This design comes from an exercise in tuning for small area, a short achievable clock period and few clock cycles on the open sky130 flow, not from production work.
RTL that was checked went through simulation tests only; none was proved equivalent to the original.
Function not checked in runs 1 to 3: the RTL went through the layout flow alone.
Power and IR drop assume default switching activity.

## flow/flow/run.sh

```bash
#!/bin/bash
# Standard layout, with the port buffers made of the smallest buffer cell.
set -euo pipefail
export BUFFER_PORTS_ARGS="-buffer_cell sky130_fd_sc_hd__buf_1"
bash standard.sh > standard_flow.log 2>&1
```

## flow/standard.sh

```bash
#!/bin/bash
# synth_recipe.tcl (not shown) runs the flow's synth.tcl, then flattens the netlist and writes it again
# the make line also repeats each setting of config.mk as NAME=value (left out here)
make -C /OpenROAD-flow-scripts/flow DESIGN_CONFIG=/design/flow/config.mk WORK_HOME=/design/flow/orfs CLKGATE_MAP_FILE= SYNTH_SCRIPT=/design/flow/synth_recipe.tcl "${@:-finish}"
```

## flow/config.mk

```make
export PLATFORM = sky130hd
export DESIGN_NAME = sw_link_core
export DESIGN_NICKNAME = sw_link_core
export VERILOG_FILES = /design/flow/design.v
export SDC_FILE = /design/flow/constraint.sdc
export NUM_CORES = 4
export LEC_CHECK = 0
export ABC_AREA = 1
export CAP_MARGIN = 20
export CORE_MARGIN = 2
export CORE_UTILIZATION = 35
export CTS_CLUSTER_DIAMETER = 150
export CTS_CLUSTER_SIZE = 25
export SETUP_SLACK_MARGIN = 2.8
export SLEW_MARGIN = 20
```

## flow/constraint.sdc

```tcl
create_clock -name core_clock -period 5.0 [get_ports {clk}]
set_input_delay 1.0000 -clock core_clock [delete_from_list [all_inputs] [get_ports {clk}]]
set_output_delay 1.0000 -clock core_clock [all_outputs]
set_load 0.01 [all_outputs]
```

## flow/design.v

```verilog
module sw_link_core (
    input  wire         clk,
    input  wire         rst,             
    input  wire [7:0]   cfg_self_addr,   
    input  wire [7:0]   cfg_peer_addr,   
    input  wire [6:0]   prog_len,        
    output wire [5:0]   prog_addr,       
    input  wire [7:0]   prog_data,       
    output wire         call_valid,
    output wire [3:0]   call_op,
    output wire [3:0]   call_len,
    output wire [111:0] call_data,
    input  wire         call_ready,
    input  wire         resp_ok,
    input  wire [1:0]   resp_mode,
    input  wire [3:0]   resp_len,
    input  wire [111:0] resp_data,
    input  wire         irq_rx,          
    input  wire         host_req,        
    input  wire [23:0]  host_slots,
    output wire [5:0]   err,
    output wire [1:0]   rej_reason,
    output wire [1:0]   lsm_state,
    output wire [5:0]   ord_code,
    output wire         halted
);
    localparam [3:0] OP_ENTER_RX    = 4'd0,
                     OP_TX_NONEMPTY = 4'd1,
                     OP_FLUSH_TX    = 4'd2,
                     OP_SEND        = 4'd3,
                     OP_READ_STATUS = 4'd4,
                     OP_RX_NONEMPTY = 4'd5,
                     OP_FLUSH_RX    = 4'd6,
                     OP_RECEIVE     = 4'd7,
                     OP_SAMPLE      = 4'd8,
                     OP_EMIT        = 4'd9;
    localparam [1:0] M_IDLE = 2'd0, M_RX = 2'd1, M_TX = 2'd2, M_REC = 2'd3;
    localparam [4:0] X_NOP        = 5'b00_000,
                     X_SAMPLE     = 5'b00_010,
                     X_HOSTFWD    = 5'b00_011,
                     X_ORDREQ_ACK = 5'b00_100,
                     X_ENC_VALUE  = 5'b01_000,
                     X_ENC_ORDER  = 5'b01_001,
                     X_DEC_VALUE  = 5'b01_010,
                     X_DEC_ORDER  = 5'b01_011,
                     X_ORD_PACK   = 5'b10_000,
                     X_ORD_TAGCUR = 5'b10_001,
                     X_ORD_UNPACK = 5'b10_010,
                     X_ORD_APPLY  = 5'b10_011,
                     X_LINK_INIT  = 5'b11_000,
                     X_LINK_SEND  = 5'b11_001,
                     X_LINK_REARM = 5'b11_010,
                     X_LINK_RECV  = 5'b11_011,
                     X_LINK_RXDONE= 5'b11_100;
    localparam [7:0] CH_T = 8'h54, CH_L = 8'h4C, CH_H = 8'h48;
    function known;
        input [7:0] b;
        known = (b == CH_T) || (b == CH_L) || (b == CH_H);
    endfunction
    function [1:0] code_of;
        input [7:0] b;
        code_of = (b == CH_T) ? 2'b00 : (b == CH_L) ? 2'b01 : 2'b10;
    endfunction
    reg [5:0]   pc;
    reg         halt_r;
    reg [4:0]   ir;            
    reg         cv;            
    reg [3:0]   cop;           
    reg [2:0]   spin_n;        
    reg [79:0]  cd;            
    reg [5:0]   op_tag;
    reg [31:0]  op_temp;
    reg [15:0]  op_hum;
    reg [31:0]  op_lux;
    reg [7:0]   op_slot0, op_slot1, op_slot2;
    reg [7:0]   res_tag;
    reg [31:0]  res_temp;
    reg [15:0]  res_hum;
    reg [31:0]  res_lux;
    reg [1:0]   rs_c0, rs_c1, rs_c2;
    reg         rs_e01, rs_e02, rs_e12;
    reg [87:0]  txb;
    reg         tx_nz, tx_14;
    reg [87:0]  rxb;
    reg         rx_vok, rx_ook;
    reg         rx_pend, order_pend, res_valid, ord_ok;
    reg [1:0]   lsm;
    reg [3:0]   stall_cnt;
    reg [5:0]   err_r;
    reg [1:0]   rej_r;
    reg [1:0]   ord0, ord1, ord2;
    assign prog_addr  = pc;
    assign call_valid = cv;
    assign call_op    = cop;
    assign call_len   = {tx_14, 2'b11, 1'b0};
    assign call_data  = {txb[87:56], cd};
    assign err        = err_r;
    assign rej_reason = rej_r;
    assign lsm_state  = lsm;
    assign ord_code   = {ord2, ord1, ord0};
    assign halted     = halt_r;
    wire        hs = cv & call_ready;
    wire        rs_tx    = (resp_mode == M_TX);
    wire        rs_rx    = (resp_mode == M_RX);
    wire        spin_more = rs_tx & (spin_n != 3'd7);
    wire        is_send  = (ir == X_LINK_SEND);
    wire        is_rearm = (ir == X_LINK_REARM);
    wire        forced   = ~rs_rx & (stall_cnt >= 4'd10);
    reg         last;
    always @(*) begin
        case (cop)
            OP_TX_NONEMPTY, OP_FLUSH_TX, OP_SEND,
            OP_RX_NONEMPTY, OP_FLUSH_RX:   last = 1'b0;
            OP_READ_STATUS:                last = ~spin_more & ~(is_rearm & forced);
            default:                       last = 1'b1;
        endcase
    end
    wire        adv = ~cv | (call_ready & last);
    wire [1:0]  t_c0 = res_tag[5:4];
    wire [1:0]  t_c1 = res_tag[3:2];
    wire [1:0]  t_c2 = res_tag[1:0];
    wire        un_r1 = res_tag[7];
    wire        un_r2 = (t_c0 == t_c1) | (t_c0 == t_c2) | (t_c1 == t_c2);
    wire        un_r3 = (&t_c0) | (&t_c1) | (&t_c2);
    wire        un_ok = ~un_r1 & ~un_r2 & ~un_r3;
    wire        ap_r2 = rs_e01 | rs_e02 | rs_e12;
    wire        ap_r3 = (&rs_c0) | (&rs_c1) | (&rs_c2);
    wire        ap_ok = ~ap_r2 & ~ap_r3;
    wire        pk_ok = known(op_slot0) & known(op_slot1) & known(op_slot2);
    wire [7:0]  rx_b3 = rxb[7:0];
    wire [7:0]  rx_b4 = rxb[15:8];
    wire [7:0]  rx_b5 = rxb[23:16];
    function [1:0] code3;
        input [7:0] b;
        code3 = known(b) ? code_of(b) : 2'b11;
    endfunction
    reg         rx_pend_d, order_pend_d, res_valid_d, ord_ok_d;
    always @(*) begin
        rx_pend_d = rx_pend;
        if (hs && cop == OP_ENTER_RX && ir == X_LINK_RXDONE) rx_pend_d = 1'b0;
        if (irq_rx) rx_pend_d = 1'b1;
        order_pend_d = order_pend;
        if (ir == X_ORDREQ_ACK) order_pend_d = 1'b0;
        if (host_req) order_pend_d = 1'b1;
        res_valid_d = res_valid;
        if (ir == X_DEC_VALUE) res_valid_d = rx_vok;
        if (ir == X_DEC_ORDER) res_valid_d = rx_ook;
        ord_ok_d = ord_ok;
        if (ir == X_ORD_UNPACK) ord_ok_d = un_ok;
        if (ir == X_ORD_APPLY)  ord_ok_d = ap_ok;
    end
    wire        rcv_hs   = hs & (cop == OP_RECEIVE);
    wire        rx_match = (resp_data[15:8] == cfg_self_addr);
    wire        rx_vok_d = rcv_hs ? resp_ok & (resp_len >= 4'd14) & rx_match : rx_vok;
    wire        rx_ook_d = rcv_hs ? resp_ok & (resp_len >= 4'd6)  & rx_match : rx_ook;
    wire        tx_nz_d = tx_nz | (ir == X_ENC_VALUE) | (ir == X_ENC_ORDER);
    wire [7:0]  w = prog_data;
    reg         w_legal;
    always @(*) begin
        case (w)
            8'h00, 8'h01, 8'h02, 8'h03, 8'h04,
            8'h10, 8'h11, 8'h12, 8'h13,
            8'h20, 8'h21, 8'h22, 8'h23,
            8'h30, 8'h31, 8'h32, 8'h33, 8'h34: w_legal = 1'b1;
            default:                           w_legal = w[7];
        endcase
    end
    wire        f_halt = ({1'b0, pc} >= prog_len) | ~w_legal;
    wire        w_ctl  = w[7] | (w[7:1] == 7'd0);      
    reg         skip_no;     
    always @(*) begin
        case (w[5:4])
            2'd0: skip_no = ~rx_pend_d;
            2'd1: skip_no = ~order_pend_d;
            2'd2: skip_no = ~res_valid_d;
            default: skip_no = ~ord_ok_d;
        endcase
    end
    wire [5:0]  pc_inc  = pc + 6'd1;
    wire [5:0]  pc_skip = pc + 6'd1 + {2'b00, w[3:0]};
    reg         j_v;
    reg  [5:0]  j_at, j_to;
    reg         p_seq;           
    reg         mg;              
    reg         d_v;
    reg  [5:0]  d_key, d_to;     
    reg         d_val;           
    reg         p_dec;           
    reg         d_isv;           
    wire        w_jmp   = (w[7:6] == 2'b11);
    wire        w_skip  = (w[7:6] == 2'b10) & skip_no;
    wire [5:0]  pc_raw  = ~w_ctl ? pc_inc : w_jmp ? w[5:0] : w_skip ? pc_skip : pc_inc;
    wire        redir   = j_v & (pc == j_at) & (~w_ctl | ~(w_jmp | w_skip));
    wire        d_hit   = d_v & (d_key == pc);
    wire        d_ok    = d_val ? rx_vok_d : rx_ook_d;
    wire [5:0]  pc_inc2 = pc + 6'd2;
    wire        s_j     = redir;
    wire        s_dh    = ~redir & ~w_ctl & d_hit;
    wire        s_d2    = s_dh & d_ok;
    wire        s_dt    = s_dh & ~d_ok;
    wire        s_jmp   = ~redir & w_ctl & w_jmp;
    wire        s_skp   = ~redir & w_ctl & w_skip;
    wire        s_inc   = ~redir & ~(~w_ctl & d_hit) & ~(w_ctl & (w_jmp | w_skip));
    wire [5:0]  pc_nxt  = ({6{s_j}}   & j_to)    | ({6{s_d2}}  & pc_inc2) |
                          ({6{s_dt}}  & d_to)    | ({6{s_jmp}} & w[5:0])  |
                          ({6{s_skp}} & pc_skip) | ({6{s_inc}} & pc_inc);
    wire        w_static = (w[7:6] == 2'b11) | (w[7:1] == 7'd0);
    wire [5:0]  w_succ   = w[7] ? w[5:0] : pc_inc;
    wire        take     = adv & ~halt_r;
    always @(posedge clk) begin
        if (rst) begin
            j_v   <= 1'b0;
            mg    <= 1'b0;
            p_seq <= 1'b0;
            d_v   <= 1'b0;
            p_dec <= 1'b0;
        end else if (take) begin
            mg    <= redir;
            p_seq <= ~w_ctl & ~redir;
            p_dec <= (w[7:1] == 7'b0001001) & ~redir & ~d_hit;
            if (p_dec && w[7:4] == 4'hA) begin
                d_v   <= 1'b1;
                d_key <= pc - 6'd1;
                d_to  <= pc_skip;
                d_val <= d_isv;
            end
            d_isv <= (w == 8'h12);
            if (w_static && (mg || p_seq)) j_v <= 1'b1;
        end
    end
    always @(posedge clk) begin
        if (!halt_r && w_static && (mg || p_seq)) begin
            j_to <= w_succ;
            if (!mg) j_at <= pc - 6'd1;
        end
    end
    reg         w_call;
    reg [3:0]   w_op;
    always @(*) begin
        w_call = 1'b1;
        case (w[5:0])
            6'h02:   w_op = OP_SAMPLE;
            6'h03:   w_op = OP_EMIT;
            6'h31:   begin w_op = OP_TX_NONEMPTY; w_call = tx_nz_d; end
            6'h32:   w_op = OP_READ_STATUS;
            6'h33:   w_op = OP_RECEIVE;
            6'h30,
            6'h34:   w_op = OP_ENTER_RX;
            default: begin w_op = OP_ENTER_RX; w_call = 1'b0; end
        endcase
        if (w_ctl) w_call = 1'b0;
    end
    wire        dec_v      = (ir == X_DEC_VALUE) & rx_vok;
    wire [7:0]  res_tag_d  = dec_v ? rx_b3      : res_tag;
    wire [31:0] res_temp_d = dec_v ? rxb[39:8]  : res_temp;
    wire [15:0] res_hum_d  = dec_v ? rxb[55:40] : res_hum;
    wire [31:0] res_lux_d  = dec_v ? rxb[87:56] : res_lux;
    wire [87:0] txb_d      = (ir == X_ENC_VALUE) ? {op_lux, op_hum, op_temp, 2'b00, op_tag} :
                             (ir == X_ENC_ORDER) ? {txb[87:24], op_slot2, op_slot1, op_slot0} :
                                                   txb;
    wire        tx_14_d    = (ir == X_ENC_VALUE) | (tx_14 & (ir != X_ENC_ORDER));
    wire        send_pend  = cv & (ir == X_LINK_SEND) & (cop != OP_READ_STATUS);
    wire        cd_res     = ~send_pend;
    always @(posedge clk)
        cd <= cd_res ? {res_hum_d, res_lux_d, res_temp_d}
                     : {txb_d[55:0], cfg_self_addr, cfg_peer_addr, 4'b0000, tx_14_d, 3'b101};
    always @(posedge clk) begin
        if (rst) begin
            pc     <= 6'd0;
            halt_r <= 1'b0;
            ir     <= X_NOP;
            cv     <= 1'b0;
            cop    <= OP_ENTER_RX;
            spin_n <= 3'd0;
        end else begin
            if (hs) begin
                case (cop)
                    OP_TX_NONEMPTY: cop <= resp_ok ? OP_FLUSH_TX : OP_SEND;
                    OP_FLUSH_TX:    cop <= OP_SEND;
                    OP_SEND:        begin cop <= OP_READ_STATUS; spin_n <= 3'd0; end
                    OP_READ_STATUS: begin
                        spin_n <= spin_n + 3'd1;
                        if (!spin_more) cop <= OP_RX_NONEMPTY;
                    end
                    OP_RX_NONEMPTY: cop <= resp_ok ? OP_FLUSH_RX : OP_ENTER_RX;
                    OP_FLUSH_RX:    cop <= OP_ENTER_RX;
                    default: ;
                endcase
            end
            if (adv) begin
                ir     <= (halt_r | w_ctl) ? X_NOP : {w[5:4], w[2:0]};
                cv     <= w_call & ~halt_r & ~f_halt;
                cop    <= w_op;
                spin_n <= 3'd0;
                if (!halt_r) begin
                    if (f_halt) halt_r <= 1'b1;
                    else        pc     <= pc_nxt;
                end
            end
        end
    end
    always @(posedge clk) begin
        if (rst) begin
            op_tag     <= 6'd0;
            op_temp    <= 32'd0;
            op_hum     <= 16'd0;
            op_lux     <= 32'd0;
            op_slot0   <= 8'd0;
            op_slot1   <= 8'd0;
            op_slot2   <= 8'd0;
            res_tag    <= 8'd0;
            res_temp   <= 32'd0;
            res_hum    <= 16'd0;
            res_lux    <= 32'd0;
            rs_c0      <= 2'b11;
            rs_c1      <= 2'b11;
            rs_c2      <= 2'b11;
            rs_e01     <= 1'b1;
            rs_e02     <= 1'b1;
            rs_e12     <= 1'b1;
            tx_nz      <= 1'b0;
            tx_14      <= 1'b0;
            rx_vok     <= 1'b0;
            rx_ook     <= 1'b0;
            lsm        <= M_IDLE;
            stall_cnt  <= 4'd0;
            err_r      <= 6'd0;
            rej_r      <= 2'd0;
            ord0       <= 2'b00;      
            ord1       <= 2'b01;      
            ord2       <= 2'b10;      
        end else begin
            case (ir)
            X_ENC_VALUE, X_ENC_ORDER: begin
                tx_nz <= 1'b1;
                tx_14 <= tx_14_d;
            end
            X_DEC_VALUE: begin
                res_tag  <= res_tag_d;
                res_temp <= res_temp_d;
                res_hum  <= res_hum_d;
                res_lux  <= res_lux_d;
            end
            X_DEC_ORDER: if (rx_ook) begin
                rs_c0  <= code3(rx_b3);
                rs_c1  <= code3(rx_b4);
                rs_c2  <= code3(rx_b5);
                rs_e01 <= (rx_b3 == rx_b4);
                rs_e02 <= (rx_b3 == rx_b5);
                rs_e12 <= (rx_b4 == rx_b5);
            end
            X_ORD_PACK: if (!halt_r) begin
                if (!pk_ok)
                    err_r[4] <= 1'b1;
                else
                    op_tag <= {code_of(op_slot0), code_of(op_slot1), code_of(op_slot2)};
            end
            X_ORD_TAGCUR: op_tag <= {ord0, ord1, ord2};
            X_ORD_UNPACK: if (!halt_r) begin
                if (un_ok) begin
                    rs_c0  <= t_c0;
                    rs_c1  <= t_c1;
                    rs_c2  <= t_c2;
                    rs_e01 <= 1'b0;
                    rs_e02 <= 1'b0;
                    rs_e12 <= 1'b0;
                end else begin
                    rej_r    <= un_r1 ? 2'd1 : un_r2 ? 2'd2 : 2'd3;
                    err_r[3] <= 1'b1;
                end
            end
            X_ORD_APPLY: if (!halt_r) begin
                if (ap_ok) begin
                    ord0 <= rs_c0;
                    ord1 <= rs_c1;
                    ord2 <= rs_c2;
                end else begin
                    rej_r    <= ap_r2 ? 2'd2 : 2'd3;
                    err_r[3] <= 1'b1;
                end
            end
            X_LINK_SEND: if (!cv && !halt_r) err_r[4] <= 1'b1;    
            default: ;
            endcase
            if (cv && cop == OP_SAMPLE) begin
                op_temp <= resp_data[31:0];
                op_hum  <= resp_data[47:32];
                op_lux  <= resp_data[79:48];
            end
            if (hs) begin
                case (cop)
                OP_ENTER_RX: begin
                    lsm <= M_RX;
                    if (ir != X_LINK_RXDONE) stall_cnt <= 4'd0;
                    if (ir == X_LINK_REARM)  err_r[2]  <= 1'b1;
                end
                OP_SEND: begin
                    if (!resp_ok) err_r[0] <= 1'b1;
                    lsm <= M_TX;
                end
                OP_READ_STATUS: if (!spin_more) begin
                    if (rs_tx) err_r[2] <= 1'b1;
                    if (is_send) begin
                        if (!rs_tx) lsm <= M_IDLE;
                    end else if (rs_rx) begin
                        stall_cnt <= 4'd0;
                        lsm       <= M_RX;
                    end else if (!forced) begin
                        stall_cnt <= stall_cnt + 4'd1;
                        lsm       <= M_REC;
                    end
                end
                OP_RECEIVE: begin
                    rx_vok <= rx_vok_d;
                    rx_ook <= rx_ook_d;
                    if (!resp_ok) err_r[1] <= 1'b1;
                end
                default: ;
                endcase
            end
            if (host_req) begin
                op_slot0 <= host_slots[7:0];
                op_slot1 <= host_slots[15:8];
                op_slot2 <= host_slots[23:16];
            end
            if (f_halt && adv && !halt_r) err_r[5] <= 1'b1;
        end
    end
    always @(posedge clk) begin
        if (rst) begin
            rx_pend    <= 1'b0;
            order_pend <= 1'b0;
            res_valid  <= 1'b0;
            ord_ok     <= 1'b0;
        end else begin
            rx_pend    <= rx_pend_d;
            order_pend <= order_pend_d;
            res_valid  <= res_valid_d;
            ord_ok     <= ord_ok_d;
        end
    end
    always @(posedge clk) begin
        txb <= txb_d;
        if (cv && cop == OP_RECEIVE)
            rxb <= resp_data[111:24];
    end
endmodule
```

==> key figures, run 1 <==
Setup path
  – Largest delay share family, worst path: simple AND/OR/NAND/NOR gates
  – Worst R2R Start: pc[1]
  – R2R depth: 12
  – End of the worst register-to-register path: pc[4]
  – Arr. time, crit path: ~2.8 ns
  – Crit-path slowest cell: buf_1
  – CP bufs+invs: 3
  – Worst Path Required: 5.53 ns
  – CP dominant cell by count: nand3_1
  – R2R setup slack: between 2 and 3 ns
  – Type of destination of the critical path: register
  – CP Launch Type: input port
  – Crit path cell chain: buf_1 -> nor2_4 -> nand2_1 -> nor2_1 -> nor2_1 -> nand3_1 -> nor2_4 -> buf_12 -> nand4_1 -> nand3_1 -> nor2_2 -> nand3_1 -> nand2_1 -> inv_1
  – Max incr delay on CP: about 0.4 ns
  – Max FO, Critical Path: 12
  – Critical path class: in -> reg

Routing
  – Avg WL per Cell: ~18 µm
  – Drt pass-1 iters: 5
  – Vias: about 17k
  – Via-to-Cell Ratio: 4.92
  – DRC: 0
  – Antenna viol nets, final: 0
  – Iter 0 DRT Violations: roughly 950
  – Final WL: just over 60000 µm

Global route
  – GRT Total Usage: 0.195
  – Pin count of the biggest net entering global routing: 95
  – Global-route wire length before repair: between 90000 and 100000 µm
  – Antenna violations before repair: 5
  – Number of global-route vias before repair: roughly 16k
  – Met2 usage: 0.317
  – Grt ovf: 0
  – Routing usage on met3: 0.0477
  – GRT busiest layer: met2
  – Met1 Track Usage GR: 0.258

Timing
  – Endpoints failing setup: 0
  – Fin. max-slew vios: 0
  – Total negative slack: 0 ns
  – Max-slew headroom: 0.547
  – RSZ-0062 raised after global routing: true
  – Slew @ Worst Pin: around 0.68 ns
  – Setup ws final: roughly 2.7 ns
  – Final period util: 0.458
  – Max Fclk: between 400 and 500 MHz
  – Final hold violations: 0
  – Clk_skew: between 0.02 and 0.025 ns
  – Fin crit period: about 2.3 ns

Synth
  – Seq/Total Area, Yosys: 0.588
  – Yosys reg bits: approximately 540
  – Distinct cells, synth: 51
  – Post-Syn Area per Cell: 9.12 µm²
  – Mapped Area: approximately 21000 µm²
  – YS warnings: 1
  – Cell count after synthesis: between 2k and 2.5k

Placement
  – DP Worst Slack: 1.83 ns
  – Post-Place Cells: ~3.3k
  – Placed wire-length estimate: around 44000 µm
  – Routability Congestion: 0.887
  – Port bufs: 318

Worst hold path
  – Hold Path End: cd[2]
  – HP Start: res_temp[2]
  – Hold/Removal Path Class: reg -> reg
  – Worst Hold Depth: 2

Die
  – Die height: approximately 250 µm
  – Num ports: 323
  – Core area: 59000 µm²
  – Die X-Extent: 248 µm
  – Initial core utilization: 0.354
  – Full die area: about 60000 µm²
  – Row Count: 89

Layout
  – Register area: approximately 12000 µm²
  – Layout cell share with drive strength beyond 1: 0.103
  – Layout net count: 2770
  – Fillers: around 5.9k
  – Multi-input combinational cell area: 7690 µm²
  – Post-synthesis to final-layout area growth: 17.0%
  – Final Non-Filler Cells: approximately 3.4k

Pwr
  – Total power draw: ~0.0076 W
  – Leakage: about 9.7 nW
  – PD cells: between 300 and 400 nW/µm²
  – Worst IR drop on VDD: between 0.2 and 0.3 mV

Clocking
  – CTS clk-pin slew, worst paths: between 0.1 and 0.15 ns
  – CTS Hold Bufs: 0
  – Clock Root Buffer: clkbuf_16
  – H-tree depth: 1
  – Max clock buf depth: 3
  – CTS tree: yes
  – Clock sinks: roughly 540
  – Clock Latency Late Sink: 0.59 ns
  – CTS Buf Count: 25

Status
  – Run status: finished clean

Flow run
  – Max-cap violations: 0
## layer usage
metal	wire (µm)	share of wire	up-vias
met2	28400	0.46	449
met5	34	0.00055	-
met3	4370	0.070	74
li1	-	-	8093
met1	27800	0.45	7930
met4	1520	0.024	6
## how the worst max path moves through the flow
stage / slack, ns / startpoint / cells after the start / endpoint
2_1_floorplan: 1.91 / cop[3] / 3 / rxb[0]
5_1_grt: 2.60 / pc[1] / 12 / pc[4]
3_3_place_gp: 1.85 / prog_data[7] / 5 / j_to[0]
4_1_cts: 2.71 / pc[1] / 12 / pc[4]
3_5_place_dp: 1.83 / prog_data[1] / 13 / pc[2]
6_report: 2.71 / prog_data[4] / 14 / pc[2]
## metrics by stage
step | hold slack [ns] | util | cell area, µm²
floorplan | 0.400 | - | 21200
global placement | 0.437 | 0.386 | 22800
detailed placement | 0.414 | 0.386 | 22800
CTS | 0.461 | 0.410 | 24200
global route | 0.478 | 0.415 | 24500
finish | 0.458 | 0.415 | 24500
## logic make-up (layout without fill, tap and decap cells)
family / after synthesis / after routing / synth area share
other: 2 / 5 / 0.000359
and+or+nand+nor: 859 / 859 / 0.170
xor gates and xnor gates: 45 / 45 / 0.0188
DFF: 541 / 541 / 0.588
buffers and inverters: 325 / 619 / 0.0675
adders and majority gates: 20 / 20 / 0.0123
AOI/OAI and AO/OA: 432 / 432 / 0.110
muxes: 70 / 70 / 0.0335
## cell usage in the layout (no fill, tap or decap), drive strengths merged, types with 2 or more instances in the layout
| master | instances |
|---|---|
| a21oi | 121 |
| xor2 | 22 |
| a211oi | 3 |
| o311ai | 3 |
| nand4 | 35 |
| xnor2 | 23 |
| inv | 181 |
| nand3 | 74 |
| diode | 2 |
| clkinvlp | 4 |
| nor4 | 6 |
| or2 | 2 |
| ha | 19 |
| o211ai | 13 |
| nor3 | 22 |
| a31oi | 12 |
| o22ai | 11 |
| clkbuf | 54 |
| conb | 3 |
| clkinv | 4 |
| dfxtp | 395 |
| mux2i | 70 |
| nor2 | 325 |
| buf | 376 |
| o21ai | 257 |
| edfxtp | 146 |
| nor3b | 2 |
| a21o | 2 |
| nand2 | 391 |
| a22oi | 3 |
## tightest hold or removal path, cell delays in order, from the launching register on
cell and delay [ns]:
dfxtp_1 0.32, a21oi_1 0.07, nand2_1 0.05
## flip-flops by register name, summed over array words and instances, names as in the netlist, 5 cells and up
name / flops
op_slot0: 8
op_tag: 6
pc: 6
txb: 88
err_r: 6
res_hum: 16
d_key: 6
rxb: 88
op_slot2: 8
op_lux: 32
op_temp: 32
res_tag: 7
res_lux: 32
res_temp: 32
op_hum: 16
op_slot1: 8
cd: 80
ir: 5
j_at: 6
j_to: 6
d_to: 6
## final cells by class
class | count | area share
Sequential cell | 541 | 0.505
Tap cell | 773 | 0.0395
Clock inverter | 1 | 0.000256
Multi-Input combinational cell | 1429 | 0.314
Inverter | 187 | 0.0314
Antenna cell | 2 | 0.000205
Clock buffer | 44 | 0.0294
Timing Repair inverter | 1 | 0.000205
Timing Repair Buffer | 386 | 0.0802
## synth_stat cells (all sizes together)
master	instances	share of area
dfxtp	395	0.38
nand2	391	0.071
nor2	325	0.061
o21ai	257	0.061
inv	185	0.033
edfxtp	146	0.21
a21oi	121	0.030
nand3	74	0.018
clkbuf	72	0.013
mux2i	70	0.033
buf	66	0.021
nand4	35	0.010
xnor2	23	0.0096
nor3	22	0.0053
xor2	22	0.0092
ha	19	0.011
o211ai	13	0.0047
a31oi	12	0.0036
o22ai	11	0.0033
nor4	6	0.0025
a211oi	3	0.0011
a22oi	3	0.0011
o311ai	3	0.0013
a21o	2	0.00072
clkinv	2	0.00036
conb	2	0.00036
nor3b	2	0.00072
or2	2	0.00060
a22o	1	0.00042
and2	1	0.00030
fa	1	0.00096
nand3b	1	0.00054
o2111ai	1	0.00042
o211a	1	0.00048
o221ai	1	0.00042
o2bb2ai	1	0.00042
o31ai	1	0.00036
o41ai	1	0.00042
## what timing repair did
item | CTS | global route
setup buffers | 39 | 9
cloned | 1 | 1
pin swaps | 31 | 12
gates resized for setup | 118 | 47
hold endpoints to repair | 0 | 0
setup endpoints to repair | 354 | 201
## power by group
part | internal (W) | leakage, nW | total (W) | switching, W
logic | 0.000234 | 4.84 | 0.000639 | 0.000405
registers | 0.00456 | 4.55 | 0.00459 | 0.0000365
clock network | 0.000988 | 0.346 | 0.00237 | 0.00138
==> run 2: changes to the inputs <==
--- a/flow/design.v
+++ b/flow/design.v
@@ -179,31 +179,27 @@
     wire [5:0]  pc_inc  = pc + 6'd1;
     wire [5:0]  pc_skip = pc + 6'd1 + {2'b00, w[3:0]};
     reg         j_v;
-    reg  [5:0]  j_at, j_to;
+    reg  [5:0]  j_key, j_to;
     reg         p_seq;           
     reg         mg;              
+    reg         sr_v;
+    reg  [5:0]  sr_at;
+    reg  [5:0]  prev_pc;         
+    reg         p_tsk;           
     reg         d_v;
-    reg  [5:0]  d_key, d_to;     
+    reg  [5:0]  d_key;           
+    reg  [5:0]  d_to, d_fall;    
     reg         d_val;           
     reg         p_dec;           
     reg         d_isv;           
-    wire        w_jmp   = (w[7:6] == 2'b11);
-    wire        w_skip  = (w[7:6] == 2'b10) & skip_no;
-    wire [5:0]  pc_raw  = ~w_ctl ? pc_inc : w_jmp ? w[5:0] : w_skip ? pc_skip : pc_inc;
-    wire        redir   = j_v & (pc == j_at) & (~w_ctl | ~(w_jmp | w_skip));
+    wire        j_hit   = j_v & (j_key == pc);
+    wire        w_tsk   = (w[7:6] == 2'b10) & skip_no;
+    wire        sr_hit  = sr_v & (sr_at == pc) & skip_no;
     wire        d_hit   = d_v & (d_key == pc);
     wire        d_ok    = d_val ? rx_vok_d : rx_ook_d;
-    wire [5:0]  pc_inc2 = pc + 6'd2;
-    wire        s_j     = redir;
-    wire        s_dh    = ~redir & ~w_ctl & d_hit;
-    wire        s_d2    = s_dh & d_ok;
-    wire        s_dt    = s_dh & ~d_ok;
-    wire        s_jmp   = ~redir & w_ctl & w_jmp;
-    wire        s_skp   = ~redir & w_ctl & w_skip;
-    wire        s_inc   = ~redir & ~(~w_ctl & d_hit) & ~(w_ctl & (w_jmp | w_skip));
-    wire [5:0]  pc_nxt  = ({6{s_j}}   & j_to)    | ({6{s_d2}}  & pc_inc2) |
-                          ({6{s_dt}}  & d_to)    | ({6{s_jmp}} & w[5:0])  |
-                          ({6{s_skp}} & pc_skip) | ({6{s_inc}} & pc_inc);
+    wire [5:0]  pc_nxt  = ~w_ctl            ? (j_hit ? j_to : d_hit ? (d_ok ? d_fall : d_to) : pc_inc) :
+                          (w[7:6] == 2'b11) ? w[5:0]  :
+                          w_tsk             ? (sr_hit ? j_to : pc_skip) : pc_inc;
     wire        w_static = (w[7:6] == 2'b11) | (w[7:1] == 7'd0);
     wire [5:0]  w_succ   = w[7] ? w[5:0] : pc_inc;
     wire        take     = adv & ~halt_r;
@@ -212,26 +208,36 @@
             j_v   <= 1'b0;
             mg    <= 1'b0;
             p_seq <= 1'b0;
+            sr_v  <= 1'b0;
+            p_tsk <= 1'b0;
             d_v   <= 1'b0;
             p_dec <= 1'b0;
         end else if (take) begin
-            mg    <= redir;
-            p_seq <= ~w_ctl & ~redir;
-            p_dec <= (w[7:1] == 7'b0001001) & ~redir & ~d_hit;
+            p_dec <= (w[7:1] == 7'b0001001) & ~j_hit & ~d_hit;
+            d_isv <= (w == 8'h12);
             if (p_dec && w[7:4] == 4'hA) begin
-                d_v   <= 1'b1;
-                d_key <= pc - 6'd1;
-                d_to  <= pc_skip;
-                d_val <= d_isv;
+                d_v    <= 1'b1;
+                d_key  <= pc - 6'd1;
+                d_to   <= pc_skip;
+                d_fall <= pc_inc;
+                d_val  <= d_isv;
             end
-            d_isv <= (w == 8'h12);
+            mg      <= (~w_ctl & j_hit) | (w_tsk & sr_hit);
+            p_seq   <= ~w_ctl & ~j_hit & ~d_hit;
+            p_tsk   <= w_tsk & ~sr_hit;
+            prev_pc <= pc;
             if (w_static && (mg || p_seq)) j_v <= 1'b1;
+            if (w_static && p_seq && !mg) sr_v <= 1'b0;
+            else if (w_static && p_tsk && j_v && j_key == pc - 6'd1) begin
+                sr_v  <= 1'b1;
+                sr_at <= prev_pc;
+            end
         end
     end
     always @(posedge clk) begin
         if (!halt_r && w_static && (mg || p_seq)) begin
             j_to <= w_succ;
-            if (!mg) j_at <= pc - 6'd1;
+            if (!mg) j_key <= pc - 6'd1;
         end
     end
     reg         w_call;
==> run 2 against run 1 <==
Via count is 5.4% higher. Fmax is 3.3% higher. Clock skew is 0.016 ns higher. Critical path depth is 12 lower. Synthesized area is 4.3% higher. Critical endpoint is now prog_addr[0].
==> key figures, run 2 <==
Layout
  – Fin area: 25900 µm² (+6.0%)
  – Post-synthesis to final-layout area growth: 18.8%
  – Fillers: 6081 (+2.3%)
  – Layout net count: 2872 (+3.7%)
  – Layout cell share with drive strength beyond 1: 0.124 (+0.0211)
  – Largest registers: rxb: 88 flops, txb: 88 flops, cd: 80 flops
  – Most common cell after layout, fill and taps aside: nand2_1
  – Commonest cells after routing, fill and taps aside: nand2_1 (382), dfxtp_1 (373), nor2_1 (302)

Timing
  – Max Fclk: 451 MHz (+3.3%)
  – Final hold violations: 0 (unchanged)
  – Min Hold Slack: 0.429 ns (-0.0289 ns)
  – Fin. max-slew vios: 0 (unchanged)
  – Final period util: 0.444 (-0.0145)
  – Endpoints failing setup: 0 (unchanged)
  – RSZ-0062 raised after global routing: true
  – Total negative slack: 0 ns (unchanged)
  – Clk_skew: 0.0381 ns (+0.0155 ns)
  – Slew @ Worst Pin: 0.811 ns (+0.132 ns)
  – Fin crit period: 2.22 ns (-0.0725 ns)
  – Max-slew headroom: 0.459 (-0.0878)

Clocking
  – Clock sinks: 560 (+3.5%)
  – CTS tree: yes
  – Clock Latency Late Sink: 0.60 ns (about the same)
  – CTS Buf Count: 26 (+4.0%)
  – Max clock buf depth: 3 (unchanged)
  – H-tree depth: 1 (unchanged)
  – Clock Root Buffer: clkbuf_16
  – CTS clk-pin slew, worst paths: 0.10 ns (about the same)

Routing
  – Final WL: 65800 µm (+6.0%)
  – DR WL met3: 4610 µm (+5.4%)
  – M1 WL: 28000 µm (+0.75%)
  – DRC: 0 (unchanged)
  – Vias: 17.4k (+5.4%)
  – Met2 WL post-DR: 31300 µm (+10%)
  – Top sig layer: met5
  – Drt pass-1 iters: 5 (unchanged)
  – Iter 0 DRT Violations: 1365 (+43%)
  – Avg WL per Cell: 18.6 µm (+0.81%)
  – Via-to-Cell Ratio: 4.93 (+0.22%)
  – Antenna viol nets, final: 0 (unchanged)

Die
  – Num ports: 323 (unchanged)
  – Initial core utilization: 0.353 (-0.000948)
  – Full die area: 64300 µm² (+4.2%)
  – Row Count: 91 (+2.2%)
  – Die height: 254 µm (+2.1%)
  – Core area: 61700 µm² (+4.6%)
  – Die X-Extent: 254 µm (+2.1%)

Synth
  – Synth top area share: 0.364 (-0.0137)
  – Seq/Total Area, Yosys: 0.589 (+0.00111)
  – Main flop type after synthesis: dfxtp_1
  – YS warnings: 1 (unchanged)
  – Number of flops mapped to enable cells by yosys: 163 (+12%)
  – Synth top area cells: dfxtp_1 (36%), edfxtp_1 (22%), nand2_1 (7.0%), nor2_1 (5.5%), o21ai_0 (5.4%)
  – XOR/XNOR share of the synthesized area: 0.0200 (+0.00118)
  – Yosys reg bits: 560 (+3.5%)
  – Yosys top cell by area: dfxtp_1
  – Post-Syn Area per Cell: 9.23 µm² (+1.2%)
  – Cell count after synthesis: 2364 (+3.1%)
  – Adder-Cell Fraction of Synth Area: 0.0101 (-0.00223)
  – Ys async rst share: 0 (unchanged)
  – Simple-gate share of the synthesized area: 0.169 (-0.000834)
  – Most common cell in the synthesized netlist: nand2_1
  – Top cells by count, synth: nand2_1 (404), dfxtp_1 (397), nor2_1 (317)
  – Post-synthesis compound-gate area fraction: 0.112 (+0.00162)
  – Mapped Area: 21800 µm² (+4.3%)
  – Largest family of logic cells by synthesized area: simple AND/OR/NAND/NOR gates
  – Distinct cells, synth: 56 (+9.8%)
  – Mux cell area share after synthesis: 0.0321 (-0.00138)

Pwr
  – Switching pwr: 0.00195 W (+7.3%)
  – Internal power: 0.00604 W (+4.4%)
  – Switch share: 0.245 (+0.00505)
  – PD cells: 308 nW/µm² (-0.78%)
  – Worst IR drop on VDD: 0.405 mV (+61%)
  – Leakage: 10.3 nW (+6.2%)
  – Sequential power share: 0.598 (-0.006)
  – Combinational Power Share: 0.094 (+0.010)
  – Total power draw: 0.00799 W (+5.1%)
  – Clock group share of total power: 0.308 (-0.003)

Global route
  – GRT Total Usage: 0.194 (-0.000436)
  – Global-route wire length before repair: 97100 µm (+2.0%)
  – Pin count of the biggest net entering global routing: 92 (-3.2%)
  – Grt ovf: 0 (unchanged)
  – Antenna violations before repair: 16 (+11)
  – Number of global-route vias before repair: 16.8k (+2.5%)

Worst hold path
  – HP Start: prev_pc[5]
  – Hold/Removal Path Class: reg -> reg

Setup path
  – Worst R2R Start: pc[1]
  – Worst Setup SP: pc[0]
  – Max FO, Critical Path: 4 (-8)
  – CP Launch Type: register
  – Worst Path Required: 4.00 ns (-1.53 ns)
  – Arr. time, crit path: 1.22 ns (-1.60 ns)
  – Critical path class: reg -> out
  – Type of destination of the critical path: output port

Status
  – Run status: finished clean

Placement
  – Area post-placement: 23700 µm² (+3.8%)
  – Port bufs: 318 (unchanged)
  – Placed wire-length estimate: 44400 µm (+1.9%)
  – Routability Congestion: 0.877 (-1.1%)

Flow run
  – Max-cap violations: 0 (unchanged)
==> run 2: worst paths after layout <==
check	depth (start not counted)	slack, ns	to
setup / recovery	2	2.78	prog_addr[0]
hold / removal	0	0.43	sr_at[5]
setup reg to reg	13	2.78	pc[5]
hold reg to reg	0	0.43	sr_at[5]
==> run 2: logic make-up (layout without fill, tap and decap cells) <==
logic type | after synthesis | in the layout
simple gates | 877 | 880
flops | 560 | 560
compound gates | 452 | 452
buf+inv | 337 | 665
mux | 70 | 70
xor+xnor | 49 | 49
fa+ha+maj | 17 | 17
other cells | 2 | 7
==> run 2: worst max-delay path, stage by stage, from the launching register on <==
cell     delay, ns
dfxtp_4       0.41
buf_6         0.14
buf_6         0.10
==> run 2: final cells by class <==
| type | instances | area, µm² | share of cell area |
|---|---|---|---|
| clock inverters | 2 | 32.5 | 0.00125 |
| clock buffers | 46 | 726 | 0.0280 |
| flip-flops and latches | 560 | 12900 | 0.498 |
| inverters | 199 | 828 | 0.0320 |
| repair inverters | 1 | 7.51 | 0.000290 |
| multi-input cells | 1471 | 8050 | 0.310 |
| well taps | 837 | 1050 | 0.0404 |
| repair buffers | 417 | 2320 | 0.0895 |
| diodes | 4 | 10.0 | 0.000386 |
==> run 2: repair_timing <==
action / 4_1_cts / 5_1_grt
gates resized for setup: 127 / 89
pin swaps: 21 / 26
gates cloned: 4 / 4
hold buffers: 0 / 0
hold endpoints to repair: 0 / 0
setup buffers: 51 / 30
setup endpoints to repair: 433 / 178
==> run 2: metrics by stage <==
stage	std cells	worst slack (ns)	util
global route	3533	2.71	0.420
floorplan	2365	1.84	-
CTS	3499	2.74	0.410
finish	3537	2.78	0.420
detailed placement	3396	1.76	0.383
global placement	3396	1.79	0.383
==> run 2: power groups by stage <==
stage	Sequential (W)	Combinational (W)	Clock, W
4_1_cts	0.00478	0.000685	0.00253
3_3_place_gp	0.00490	0.000543	0
2_1_floorplan	0.00488	0.000359	0
5_1_grt	0.00479	0.000814	0.00267
3_5_place_dp	0.00490	0.000552	0
6_report	0.00478	0.000751	0.00246
==> run 2: metal layers <==
| layer | vias to the layer above | global-route usage |
|---|---|---|
| met1 | 8389 | 0.252 |
| met5 | - | 0 |
| met4 | 26 | 0.0494 |
| met2 | 504 | 0.328 |
| li1 | 8414 | - |
| met3 | 109 | 0.0416 |
==> run 3: changes to the inputs <==
--- a/flow/config.mk
+++ b/flow/config.mk
@@ -11,5 +11,5 @@
 export CORE_UTILIZATION = 35
 export CTS_CLUSTER_DIAMETER = 150
 export CTS_CLUSTER_SIZE = 25
-export SETUP_SLACK_MARGIN = 2.8
+export SETUP_SLACK_MARGIN = 2.7
 export SLEW_MARGIN = 20
==> run 3 against run 2 <==
Total power down 0.75%. Global-route usage fell by 0.28 points. Sequential share of layout area grew 1.1 points. Core utilization decreased by 0.93 points. Sequential power hardly changed. Non-clock buffer count down 33. Fmax decreased by 3.3%. Largest power group unchanged.
==> key figures, run 3 <==
Status
  – Run status: finished clean

Timing
  – Final hold violations: 0 (unchanged)
  – Total negative slack: 0 ns (unchanged)
  – Fin. max-slew vios: 0 (unchanged)
  – Endpoints failing setup: 0 (unchanged)
  – Fin crit period: 2.29 ns (+0.0751 ns)
  – Setup ws final: 2.71 ns (-0.0751 ns)
  – Max-slew headroom: 0.349 (-0.110)
  – Clk_skew: 0.0541 ns (+0.0159 ns)
  – RSZ-0062 raised after global routing: true
  – Max Fclk: 436 MHz (-3.3%)
  – Final period util: 0.459 (+0.0150)
  – Slew @ Worst Pin: 0.976 ns (+0.165 ns)

Global route
  – Antenna violations before repair: 14 (-2)
  – Grt ovf: 0 (unchanged)
  – Number of global-route vias before repair: 16.4k (-2.0%)
  – Global-route wire length before repair: 95600 µm (-1.5%)
  – Pin count of the biggest net entering global routing: 98 (+6.5%)
  – GRT Total Usage: 0.191 (-0.00284)

Synth
  – Top cells by count, synth: nand2_1 (404), dfxtp_1 (397), nor2_1 (317)
  – Number of flops mapped to enable cells by yosys: 163 (unchanged)
  – YS warnings: 1 (unchanged)
  – Yosys reg bits: 560 (unchanged)
  – Synth top area share: 0.364 (unchanged)
  – Main flop type after synthesis: dfxtp_1
  – Yosys top cell by area: dfxtp_1
  – Ys async rst share: 0 (unchanged)
  – Seq/Total Area, Yosys: 0.589 (unchanged)
  – Post-Syn Area per Cell: 9.23 µm² (unchanged)
  – Synth top area cells: dfxtp_1 (36%), edfxtp_1 (22%), nand2_1 (7.0%), nor2_1 (5.5%), o21ai_0 (5.4%)
  – Cell count after synthesis: 2364 (unchanged)
  – Mapped Area: 21800 µm² (unchanged)
  – Distinct cells, synth: 56 (unchanged)
  – Most common cell in the synthesized netlist: nand2_1

Routing
  – Avg WL per Cell: 18.3 µm (-1.5%)
  – Iter 0 DRT Violations: 1345 (-1.5%)
  – Via-to-Cell Ratio: 4.91 (-0.43%)
  – Final WL: 64200 µm (-2.5%)
  – Drt pass-1 iters: 6 (+1)
  – Antenna viol nets, final: 0 (unchanged)
  – Vias: 17.2k (-1.4%)
  – DRC: 0 (unchanged)

Pwr
  – Clock group share of total power: 0.310 (+0.002)
  – Switching pwr: 0.00194 W (-0.84%)
  – Sequential power share: 0.604 (+0.006)
  – Switch share: 0.244 (about the same)
  – PD cells: 313 nW/µm² (+1.5%)
  – Combinational Power Share: 0.086 (-0.008)
  – Worst IR drop on VDD: 0.267 mV (-34%)
  – Leakage: 9.99 nW (-3.4%)
  – Internal power: 0.00599 W (-0.72%)

Clocking
  – CTS Hold Bufs: 0 (unchanged)
  – Clock Latency Late Sink: 0.62 ns (+0.02 ns)
  – CTS Buf Count: 26 (unchanged)
  – H-tree depth: 1 (unchanged)
  – Clock Root Buffer: clkbuf_16
  – Max clock buf depth: 3 (unchanged)
  – CTS tree: yes
  – CTS clk-pin slew, worst paths: 0.11 ns (about the same)
  – Clock sinks: 560 (unchanged)

Setup path
  – CP Launch Type: input port
  – Critical path class: in -> reg
  – Worst Path Required: 5.33 ns (+1.33 ns)
  – Type of destination of the critical path: register
  – Max FO, Critical Path: 6 (+2)
  – Arr. time, crit path: 2.63 ns (+1.41 ns)

Layout
  – Largest registers: rxb: 88 flops, txb: 88 flops, cd: 80 flops
  – Layout net count: 2837 (-1.2%)
  – Fillers: 6192 (+1.8%)
  – Multi-input combinational cell area: 7940 µm² (-1.4%)
  – Post-synthesis to final-layout area growth: 16.2%
  – Register area: 12900 µm² (about the same)
  – Layout cell share with drive strength beyond 1: 0.0910 (-0.0329)
  – Commonest cells after routing, fill and taps aside: nand2_1 (391), dfxtp_1 (376), buf_1 (308)
  – Most common cell after layout, fill and taps aside: nand2_1

Placement
  – Placed wire-length estimate: 44300 µm (-0.15%)
  – Routability Congestion: 0.878 (+0.18%)
  – Port bufs: 318 (unchanged)
  – DP Worst Slack: 1.74 ns (-0.0159 ns)

Worst hold path
  – Hold/Removal Path Class: reg -> reg

Die
  – Core area: 61700 µm² (unchanged)
  – Num ports: 323 (unchanged)
  – Full die area: 64300 µm² (unchanged)
  – Initial core utilization: 0.353 (unchanged)
  – Die height: 254 µm (unchanged)
  – Die X-Extent: 254 µm (unchanged)
  – Row Count: 91 (unchanged)

Flow run
  – Max-cap violations: 0 (unchanged)
==> run 3: cell counts after synthesis <==
No cell type changed its count.
==> run 3: timing repair <==
item                       in CTS  in global routing
setup endpoints to repair     311                155
resized for setup              57                 63
cloned                          2                  2
pin swaps                       7                 27
setup buffers                  18                 30
==> run 3: worst max-delay path, cell delays in order <==
cell and delay (ns):
buf_2 0.18, clkinvlp_4 0.17, nand4_1 0.21, nand2_1 0.17, nand3_1 0.08, nor4_1 0.27, nand3_1 0.20, nor3_4 0.19
buf_12 0.14
==> run 3: final cells by class <==
| class | count | area share |
|---|---|---|
| diodes | 4 | 0.000395 |
| multi-input cells | 1470 | 0.313 |
| clock buffers | 45 | 0.0285 |
| clock inverters | 2 | 0.00128 |
| repair buffers | 384 | 0.0743 |
| flip-flops and latches | 560 | 0.509 |
| inverters | 199 | 0.0323 |
| well taps | 837 | 0.0413 |
==> run 3: power groups by stage <==
stage               clock [W]  sequential [W]  combinational (W)
floorplan                   0         0.00488           0.000358
global placement            0         0.00490           0.000543
detailed placement          0         0.00490           0.000552
CTS                   0.00254         0.00479           0.000605
global route          0.00270         0.00480           0.000746
finish                0.00246         0.00479           0.000682
==> run 3: kinds of logic after synthesis <==
kind of cell | Yosys count | share of synthesized area
buf+inv | 337 | 0.0681
xor+xnor | 49 | 0.0200
compound gates | 452 | 0.112
mux | 70 | 0.0321
other cells | 2 | 0.000344
flops | 560 | 0.589
simple gates | 877 | 0.169
fa+ha+maj | 17 | 0.0101
==> run 3: worst paths after layout <==
path	slack, ns	end	start	cells after the start
min reg2reg	0.43	sr_at[5]	prev_pc[5]	0
max	2.71	sr_at[2]	prog_data[1]	9
min	0.43	sr_at[5]	prev_pc[5]	0
max reg2reg	2.72	sr_at[2]	pc[0]	10
==> run 3: per-layer routing <==
layer / wire length (µm) / global-route usage / vias to the layer above
met5: 93 / 0 / -
met2: 30500 / 0.321 / 506
li1: - / - / 8337
met4: 1200 / 0.0395 / 16
met1: 27300 / 0.250 / 8250
met3: 5150 / 0.0469 / 82
==> run 3: per-stage QoR <==
step                      utilization  area, µm²  hold slack (ns)  power (W)  instances
after global routing            0.411      25300            0.450    0.00824       3498
after floorplan                     -      22000            0.400    0.00523       2365
final                           0.411      25300            0.431    0.00793       3501
after global placement          0.383      23700            0.401    0.00544       3398
after detailed placement        0.383      23700            0.405    0.00545       3398
after CTS                       0.403      24800            0.433    0.00794       3465
==> run 4: changes to the inputs <==
--- a/flow/design.v
+++ b/flow/design.v
@@ -186,18 +186,10 @@
     reg  [5:0]  sr_at;
     reg  [5:0]  prev_pc;         
     reg         p_tsk;           
-    reg         d_v;
-    reg  [5:0]  d_key;           
-    reg  [5:0]  d_to, d_fall;    
-    reg         d_val;           
-    reg         p_dec;           
-    reg         d_isv;           
     wire        j_hit   = j_v & (j_key == pc);
     wire        w_tsk   = (w[7:6] == 2'b10) & skip_no;
     wire        sr_hit  = sr_v & (sr_at == pc) & skip_no;
-    wire        d_hit   = d_v & (d_key == pc);
-    wire        d_ok    = d_val ? rx_vok_d : rx_ook_d;
-    wire [5:0]  pc_nxt  = ~w_ctl            ? (j_hit ? j_to : d_hit ? (d_ok ? d_fall : d_to) : pc_inc) :
+    wire [5:0]  pc_nxt  = ~w_ctl            ? (j_hit ? j_to : pc_inc) :
                           (w[7:6] == 2'b11) ? w[5:0]  :
                           w_tsk             ? (sr_hit ? j_to : pc_skip) : pc_inc;
     wire        w_static = (w[7:6] == 2'b11) | (w[7:1] == 7'd0);
@@ -210,20 +202,9 @@
             p_seq <= 1'b0;
             sr_v  <= 1'b0;
             p_tsk <= 1'b0;
-            d_v   <= 1'b0;
-            p_dec <= 1'b0;
         end else if (take) begin
-            p_dec <= (w[7:1] == 7'b0001001) & ~j_hit & ~d_hit;
-            d_isv <= (w == 8'h12);
-            if (p_dec && w[7:4] == 4'hA) begin
-                d_v    <= 1'b1;
-                d_key  <= pc - 6'd1;
-                d_to   <= pc_skip;
-                d_fall <= pc_inc;
-                d_val  <= d_isv;
-            end
             mg      <= (~w_ctl & j_hit) | (w_tsk & sr_hit);
-            p_seq   <= ~w_ctl & ~j_hit & ~d_hit;
+            p_seq   <= ~w_ctl & ~j_hit;
             p_tsk   <= w_tsk & ~sr_hit;
             prev_pc <= pc;
             if (w_static && (mg || p_seq)) j_v <= 1'b1;
--- a/flow/config.mk
+++ b/flow/config.mk
@@ -11,5 +11,5 @@
 export CORE_UTILIZATION = 35
 export CTS_CLUSTER_DIAMETER = 150
 export CTS_CLUSTER_SIZE = 25
-export SETUP_SLACK_MARGIN = 2.7
+export SETUP_SLACK_MARGIN = 2.8
 export SLEW_MARGIN = 20
==> run 4 against run 3 <==
Still clean. Sequential cell count shrank 21. Cell area shrank 4.9%. Clock-buffer cell count shrank 2. Critical path depth grew 1. Worst setup slack gained 0.13 ns. Non-clock buffer count grew 2. Total power shrank 5.0%. Combinational power shrank 9.4%. Largest power group unchanged. Sequential power shrank 4.4%. Cell count shrank 6.8%. Via count shrank 7.0%.
==> key figures, run 4 <==
Status
  – Run status: finished clean

Setup path
  – Worst Setup SP: pc[0]
  – Critical path class: reg -> reg
  – Worst R2R Start: pc[0]
  – Max FO, Critical Path: 6 (unchanged)
  – Arr. time, crit path: 2.69 ns (+0.06 ns)
  – CP Launch Type: register
  – Worst Path Required: 5.52 ns (+0.19 ns)
  – Type of destination of the critical path: register
  – R2R setup slack: 2.83 ns (+0.11 ns)

Layout
  – Core Util, Final: 0.410 (-0.000936)
  – Final Non-Filler Cells: 3263 (-6.8%)
  – Layout net count: 2665 (-6.1%)
  – Commonest cells after routing, fill and taps aside: dfxtp_1 (372), buf_1 (293), o21ai_0 (268)
  – Post-synthesis to final-layout area growth: 16.3% (about the same)
  – Fillers: 5867 (-5.2%)
  – Largest registers: rxb: 88 flops, txb: 88 flops, cd: 80 flops
  – Layout cell share with drive strength beyond 1: 0.103 (+0.0124)
  – Most common cell after layout, fill and taps aside: dfxtp_1

Timing
  – Fin crit period: 2.17 ns (-0.127 ns)
  – Endpoints failing setup: 0 (unchanged)
  – Clk_skew: 0.0214 ns (-0.0327 ns)
  – Max-slew headroom: 0.344 (-0.00513)
  – RSZ-0062 raised after global routing: true
  – Max Fclk: 462 MHz (+5.9%)
  – Final period util: 0.433 (-0.0254)
  – Fin. max-slew vios: 0 (unchanged)
  – Setup ws final: 2.83 ns (+0.127 ns)
  – Final hold violations: 0 (unchanged)
  – Total negative slack: 0 ns (unchanged)
  – Slew @ Worst Pin: 0.983 ns (+0.00664 ns)

Routing
  – Avg WL per Cell: 18.2 µm (-0.82%)
  – Via-to-Cell Ratio: 4.90 (-0.25%)
  – Vias: 16.0k (-7.0%)
  – DRC: 0 (unchanged)
  – Final WL: 59400 µm (-7.6%)
  – Antenna viol nets, final: 0 (unchanged)
  – Iter 0 DRT Violations: 1051 (-22%)
  – Drt pass-1 iters: 5 (-1)

Clocking
  – CTS clk-pin slew, worst paths: 0.11 ns (about the same)
  – Clock Latency Late Sink: 0.58 ns (-0.04 ns)
  – Clock Root Buffer: clkbuf_16
  – CTS tree: yes
  – CTS Buf Count: 25 (-3.8%)
  – Clock sinks: 539 (-3.8%)
  – Max clock buf depth: 3 (unchanged)
  – H-tree depth: 1 (unchanged)

Synth
  – Ys async rst share: 0 (unchanged)
  – Mapped Area: 20700 µm² (-5.0%)
  – Yosys top cell by area: dfxtp_1
  – Synth top area cells: dfxtp_1 (38%), edfxtp_1 (21%), o21ai_0 (6.7%), nand2_1 (4.9%), a21oi_1 (4.3%)
  – Number of flops mapped to enable cells by yosys: 144 (-12%)
  – Distinct cells, synth: 58 (+3.6%)
  – Cell count after synthesis: 2189 (-7.4%)
  – Post-Syn Area per Cell: 9.47 µm² (+2.6%)
  – Synth top area share: 0.382 (+0.0172)
  – Seq/Total Area, Yosys: 0.590 (+0.00149)
  – Most common cell in the synthesized netlist: dfxtp_1
  – Yosys reg bits: 539 (-3.8%)
  – YS warnings: 1 (unchanged)
  – Main flop type after synthesis: dfxtp_1
  – Top cells by count, synth: dfxtp_1 (395), o21ai_0 (276), nand2_1 (270)

Worst hold path
  – HP Start: prev_pc[5]
  – Hold/Removal Path Class: reg -> reg

Placement
  – Post-Place Cells: 3160 (-7.0%)
  – Routability Congestion: 0.839 (-4.5%)
  – Port bufs: 318 (unchanged)
  – DP Worst Slack: 1.75 ns (+0.00658 ns)
  – Placed wire-length estimate: 40700 µm (-8.1%)

Global route
  – GRT Total Usage: 0.187 (-0.00382)
  – Global-route wire length before repair: 88900 µm (-7.1%)
  – Grt ovf: 0 (unchanged)
  – Antenna violations before repair: 8 (-6)
  – Number of global-route vias before repair: 15.4k (-6.2%)
  – Pin count of the biggest net entering global routing: 129 (+32%)

Die
  – Core area: 58800 µm² (-4.7%)
  – Row Count: 89 (-2.2%)
  – Die height: 247 µm (-2.5%)
  – Initial core utilization: 0.352 (-0.00101)
  – Full die area: 61200 µm² (-4.9%)
  – Num ports: 323 (unchanged)
  – Die X-Extent: 247 µm (-2.5%)

Flow run
  – Max-cap violations: 0 (unchanged)

Pwr
  – Worst IR drop on VDD: 0.315 mV (+18%)
  – PD cells: 313 nW/µm² (about the same)
  – Leakage: 9.06 nW (-9.3%)
  – Total power draw: 0.00754 W (-5.0%)
run 4: cell count changes in the layout (fill, tap and decap cells not counted), moves of 10 or more:
cell	before	now
a21oi_1	122	168
buf_1	308	293
buf_4	50	60
edfxtp_1	163	144
inv_1	171	195
nand2_1	391	262
nand3_1	43	32
nor2_1	306	208
o21ai_0	234	268
o21ai_1	25	9
o221ai_1	0	12
run 4: power by group:
part           switching [W]  leakage, nW  internal, W
logic               0.000387         4.18     0.000231
registers          0.0000394         4.54      0.00454
clock network        0.00138        0.341     0.000963
run 4: what timing repair did:
item                       4_1_cts  5_1_grt
buffers inserted                27       24
resized for setup               63       81
cloned                           3        1
setup endpoints to repair      421      193
pin swaps                        8       23
hold buffers                     0        0
run 4: worst paths after layout:
check | depth (start not counted) | to
worst max-delay path | 10 | pc[4]
worst min register to register | 0 | sr_at[5]
worst max register to register | 10 | pc[4]
worst min-delay path | 0 | sr_at[5]
run 4: logic make-up after synthesis:
kind of cell / synth area share
xor gates and xnor gates: 0.0216
DFF: 0.590
adders and majority gates: 0.0106
buffers and inverters: 0.0747
and+or+nand+nor: 0.130
muxes: 0.0338
other: 0.000362
AOI/OAI and AO/OA: 0.139
run 4: metal layers:
| metal | up-vias | global-route usage | routed length, µm |
|---|---|---|---|
| li1 | 7862 | - | - |
| met1 | 7596 | 0.247 | 26000 |
| met2 | 424 | 0.310 | 27900 |
| met3 | 88 | 0.0416 | 3900 |
| met4 | 12 | 0.0521 | 1470 |
| met5 | - | 0 | 82 |
run 4: through the flow:
stage | hold WS (ns) | instance area, µm²
floorplan | 0.400 | 20900
global placement | 0.404 | 22500
detailed placement | 0.405 | 22500
CTS | 0.431 | 23700
global route | 0.444 | 24100
finish | 0.431 | 24100
run 4: layout make-up:
cell class / count / area, µm² / area share
sequential: 539 / 12300 / 0.510
tap: 773 / 967 / 0.0401
antenna: 3 / 7.51 / 0.000312
inverter: 220 / 880 / 0.0365
multi-input combinational: 1297 / 7340 / 0.305
clock buffer: 43 / 693 / 0.0288
clock inverter: 2 / 25.0 / 0.00104
timing repair buffer: 386 / 1890 / 0.0786
run 4: worst max-delay path, stage by stage, from the launching register on:
cell,delay (ns)
dfxtp_4,0.42
clkinvlp_4,0.16
buf_6,0.17
ha_2,0.19
fa_2,0.36
a31oi_2,0.22
xnor2_1,0.14
nand4_1,0.12
nand3_1,0.11
nand2_1,0.08
a21oi_2,0.13
Testbench counts of run 4, summed over its fixed seeds: cycles 28,475.
==> run 5: changes to the inputs <==
--- a/flow/config.mk
+++ b/flow/config.mk
@@ -11,5 +11,6 @@
 export CORE_UTILIZATION = 35
 export CTS_CLUSTER_DIAMETER = 150
 export CTS_CLUSTER_SIZE = 25
+export PLACE_DENSITY = 0.7
 export SETUP_SLACK_MARGIN = 2.8
 export SLEW_MARGIN = 20
==> run 5 against run 4 <==
Clock-buffer cell count is the same. Clock skew is 0.0041 ns higher. Synthesized area unchanged. Sequential cell count unchanged. Cell area hardly changed. Routed wire length down 0.54%. Global-route usage is 0.16 points lower.
==> key figures, run 5 <==
Pwr
  – Leakage: 9.12 nW (+0.66%)
  – PD cells: 314 nW/µm² (+0.31%)
  – Worst IR drop on VDD: 0.292 mV (-7.3%)

Timing
  – Slew @ Worst Pin: 0.795 ns (-0.188 ns)
  – Fin. max-slew vios: 0 (unchanged)
  – Min Hold Slack: 0.415 ns (-0.0159 ns)
  – RSZ-0062 raised after global routing: true
  – Final period util: 0.452 (+0.0192)
  – Max Fclk: 442 MHz (-4.2%)
  – Endpoints failing setup: 0 (unchanged)
  – Final hold violations: 0 (unchanged)
  – Fin crit period: 2.26 ns (+0.0959 ns)
  – Setup ws final: 2.74 ns (-0.0959 ns)
  – Total negative slack: 0 ns (unchanged)
  – Clk_skew: 0.0255 ns (+0.00413 ns)
  – Max-slew headroom: 0.470 (+0.126)

Synth
  – Simple-gate share of the synthesized area: 0.130 (unchanged)
  – Synth top area cells: dfxtp_1 (38%), edfxtp_1 (21%), o21ai_0 (6.7%), nand2_1 (4.9%), a21oi_1 (4.3%)
  – YS warnings: 1 (unchanged)
  – Seq/Total Area, Yosys: 0.590 (unchanged)
  – XOR/XNOR share of the synthesized area: 0.0216 (unchanged)
  – Most common cell in the synthesized netlist: dfxtp_1
  – Mux cell area share after synthesis: 0.0338 (unchanged)
  – Yosys reg bits: 539 (unchanged)
  – Largest family of logic cells by synthesized area: compound AO/OA/AOI/OAI gates
  – Ys async rst share: 0 (unchanged)
  – Main flop type after synthesis: dfxtp_1
  – Synth top area share: 0.382 (unchanged)
  – Adder-Cell Fraction of Synth Area: 0.0106 (unchanged)
  – Distinct cells, synth: 58 (unchanged)
  – Top cells by count, synth: dfxtp_1 (395), o21ai_0 (276), nand2_1 (270)
  – Post-synthesis compound-gate area fraction: 0.139 (unchanged)
  – Number of flops mapped to enable cells by yosys: 144 (unchanged)
  – Mapped Area: 20700 µm² (unchanged)
  – Yosys top cell by area: dfxtp_1
  – Cell count after synthesis: 2189 (unchanged)
  – Post-Syn Area per Cell: 9.47 µm² (unchanged)

Routing
  – Antenna viol nets, final: 0 (unchanged)
  – Avg WL per Cell: 18.0 µm (-0.78%)
  – DRC: 0 (unchanged)
  – Via-to-Cell Ratio: 4.89 (-0.25%)
  – Drt pass-1 iters: 5 (unchanged)
  – Iter 0 DRT Violations: 1006 (-4.3%)
  – Vias: 16.0k (-0.0063%)
  – Final WL: 59000 µm (-0.54%)

Placement
  – Port bufs: 318 (unchanged)
  – DP Worst Slack: 1.85 ns (+0.0979 ns)
  – Routability Congestion: 0.875 (+4.4%)
  – Placed wire-length estimate: 39600 µm (-2.8%)
  – Area post-placement: 22500 µm² (-0.13%)

Setup path
  – Arr. time, crit path: 1.26 ns (-1.43 ns)
  – Type of destination of the critical path: output port
  – CP Launch Type: register
  – Critical path class: reg -> out
  – CP bufs+invs: 2 (unchanged)
  – Worst R2R Start: pc[0]
  – Worst Setup SP: pc[0]
  – Crit path cell chain: buf_4 -> buf_6
  – Crit-path slowest cell: dfxtp_4
  – Max incr delay on CP: 0.40 ns (-0.02 ns)
  – Largest delay share family, worst path: flip-flops
  – Worst Path Required: 4.00 ns (-1.52 ns)
  – Max FO, Critical Path: 6 (unchanged)

Global route
  – Number of global-route vias before repair: 14.9k (-3.3%)
  – Antenna violations before repair: 4 (-4)
  – GRT Total Usage: 0.186 (-0.00158)
  – Global-route wire length before repair: 87500 µm (-1.5%)
  – Grt ovf: 0 (unchanged)
  – Pin count of the biggest net entering global routing: 99 (-23%)

Die
  – Die height: 247 µm (unchanged)
  – Row Count: 89 (unchanged)
  – Die X-Extent: 247 µm (unchanged)
  – Core area: 58800 µm² (unchanged)
  – Full die area: 61200 µm² (unchanged)
  – Num ports: 323 (unchanged)
  – Initial core utilization: 0.352 (unchanged)

Layout
  – Fin area: 24100 µm² (about the same)
  – Largest registers: rxb: 88 flops, txb: 88 flops, cd: 80 flops
  – Layout cell share with drive strength beyond 1: 0.102 (-0.00113)
  – Commonest cells after routing, fill and taps aside: dfxtp_1 (374), buf_1 (287), o21ai_0 (272)
  – Most common cell after layout, fill and taps aside: dfxtp_1
  – Layout net count: 2673 (+0.30%)
  – Post-synthesis to final-layout area growth: 16.3% (about the same)

Clocking
  – Clock Root Buffer: clkbuf_16
  – Clock Latency Late Sink: 0.62 ns (+0.04 ns)
  – CTS clk-pin slew, worst paths: 0.11 ns (about the same)
  – Max clock buf depth: 3 (unchanged)
  – CTS tree: yes
  – Clock sinks: 539 (unchanged)
  – CTS Buf Count: 25 (unchanged)
  – H-tree depth: 1 (unchanged)

Status
  – Run status: finished clean

Worst hold path
  – HP Start: prev_pc[0]
  – Hold/Removal Path Class: reg -> reg

Flow run
  – Max-cap violations: 0 (unchanged)
## run 5: cell counts after synthesis
No cell type changed its count.
## run 5: metrics by stage
step	util	total power [W]	std cells
global route	0.410	0.00784	3270
global placement	0.382	0.00517	3161
floorplan	-	0.00500	2190
CTS	0.404	0.00758	3247
detailed placement	0.382	0.00518	3161
finish	0.410	0.00756	3271
## run 5: cell families (layout without fill, tap and decap cells)
group | Yosys count | count (layout)
adders and majority gates | 17 | 17
xor gates and xnor gates | 51 | 51
DFF | 539 | 539
AOI/OAI and AO/OA | 530 | 530
and+or+nand+nor | 623 | 627
buffers and inverters | 357 | 658
other | 2 | 6
muxes | 70 | 70
## run 5: worst paths after layout
kind / end / slack (ns) / depth (start not counted)
setup / recovery: prog_addr[0] / 2.74 / 2
hold / removal: sr_at[0] / 0.41 / 0
setup reg to reg: pc[4] / 2.78 / 10
hold reg to reg: sr_at[0] / 0.41 / 0
## run 5: worst reg2reg max path, delay by kind of cell, from the launching register on
family | cells | cell delay, ns
AOI/OAI and AO/OA | 2 | 0.34
buffers and inverters | 2 | 0.32
xor gates and xnor gates | 1 | 0.13
and+or+nand+nor | 3 | 0.31
DFF | 1 | 0.43
adders and majority gates | 2 | 0.61
## run 5: report_power, final
part	leakage, nW	internal [W]	switching [W]	total [W]
clock network	0.351	0.000981	0.00140	0.00238
logic	4.23	0.000224	0.000379	0.000603
registers	4.54	0.00454	0.0000398	0.00458
total	9.12	0.00574	0.00182	0.00756
## run 5: cell type report
class                           count  area [µm²]
Fill cell                        5811       34700
Sequential cell                   539       12300
Multi-Input combinational cell   1298        7260
Timing Repair Buffer              392        1980
Tap cell                          773         967
Inverter                          220         858
Clock buffer                       43         703
Clock inverter                      2        31.3
Antenna cell                        3        7.51
Timing Repair inverter              1        5.00
## run 5: metal layers
metal  up-vias  global-route usage  part of all wire
met2       514               0.301              0.46
met4         4              0.0500             0.027
li1       7881                   -                 -
met1      7502               0.254              0.44
met5         -                   0           0.00039
met3        80              0.0355             0.079
## run 5: timing repair
| action | 4_1_cts | 5_1_grt |
|---|---|---|
| cloned | 6 | 1 |
| endpoints found under the hold margin | 0 | 0 |
| resized for setup | 64 | 62 |
| setup endpoints to repair | 340 | 146 |
| pin swaps | 9 | 7 |
| buffers inserted | 35 | 20 |
| hold buffers | 0 | 0 |

==> afterwards: timing with drivers on the ports <==
Ports are ideal in the flow. The routed layouts listed here were re-timed in OpenROAD.
Step 1 assumes that a clkbuf_16 drives the clock port and a buf_2 every other input.
Step 2, shift: input delay + t, output delay - t, t = (earliest + latest rising clock arrival at the registers) / 2. This alone moves slack from input paths to output paths.
Three values: ideal ports, drivers, drivers and shift; two values: the first two.
| run | t, ns | setup WS [ns] | pins driven straight from the clock port |
|---|---|---|---|
| run 1 | 0.627 | 2.710 / 2.707 / 2.107 | 1 |
| run 2 | 0.648 | 2.782 / 2.719 / 2.200 | 1 |
| run 3 | 0.653 | 2.707 / 2.684 / 2.066 | 1 |
| run 4 | 0.630 | 2.834 / 2.779 / 2.231 | 1 |
| run 5 | 0.650 | 2.738 / 2.687 / 2.236 | 1 |
After both steps every run listed still meets setup and hold. For run 3, which loses most, drivers alone change the setup slack by -0.023 ns; drivers and shift together by -0.641 ns.
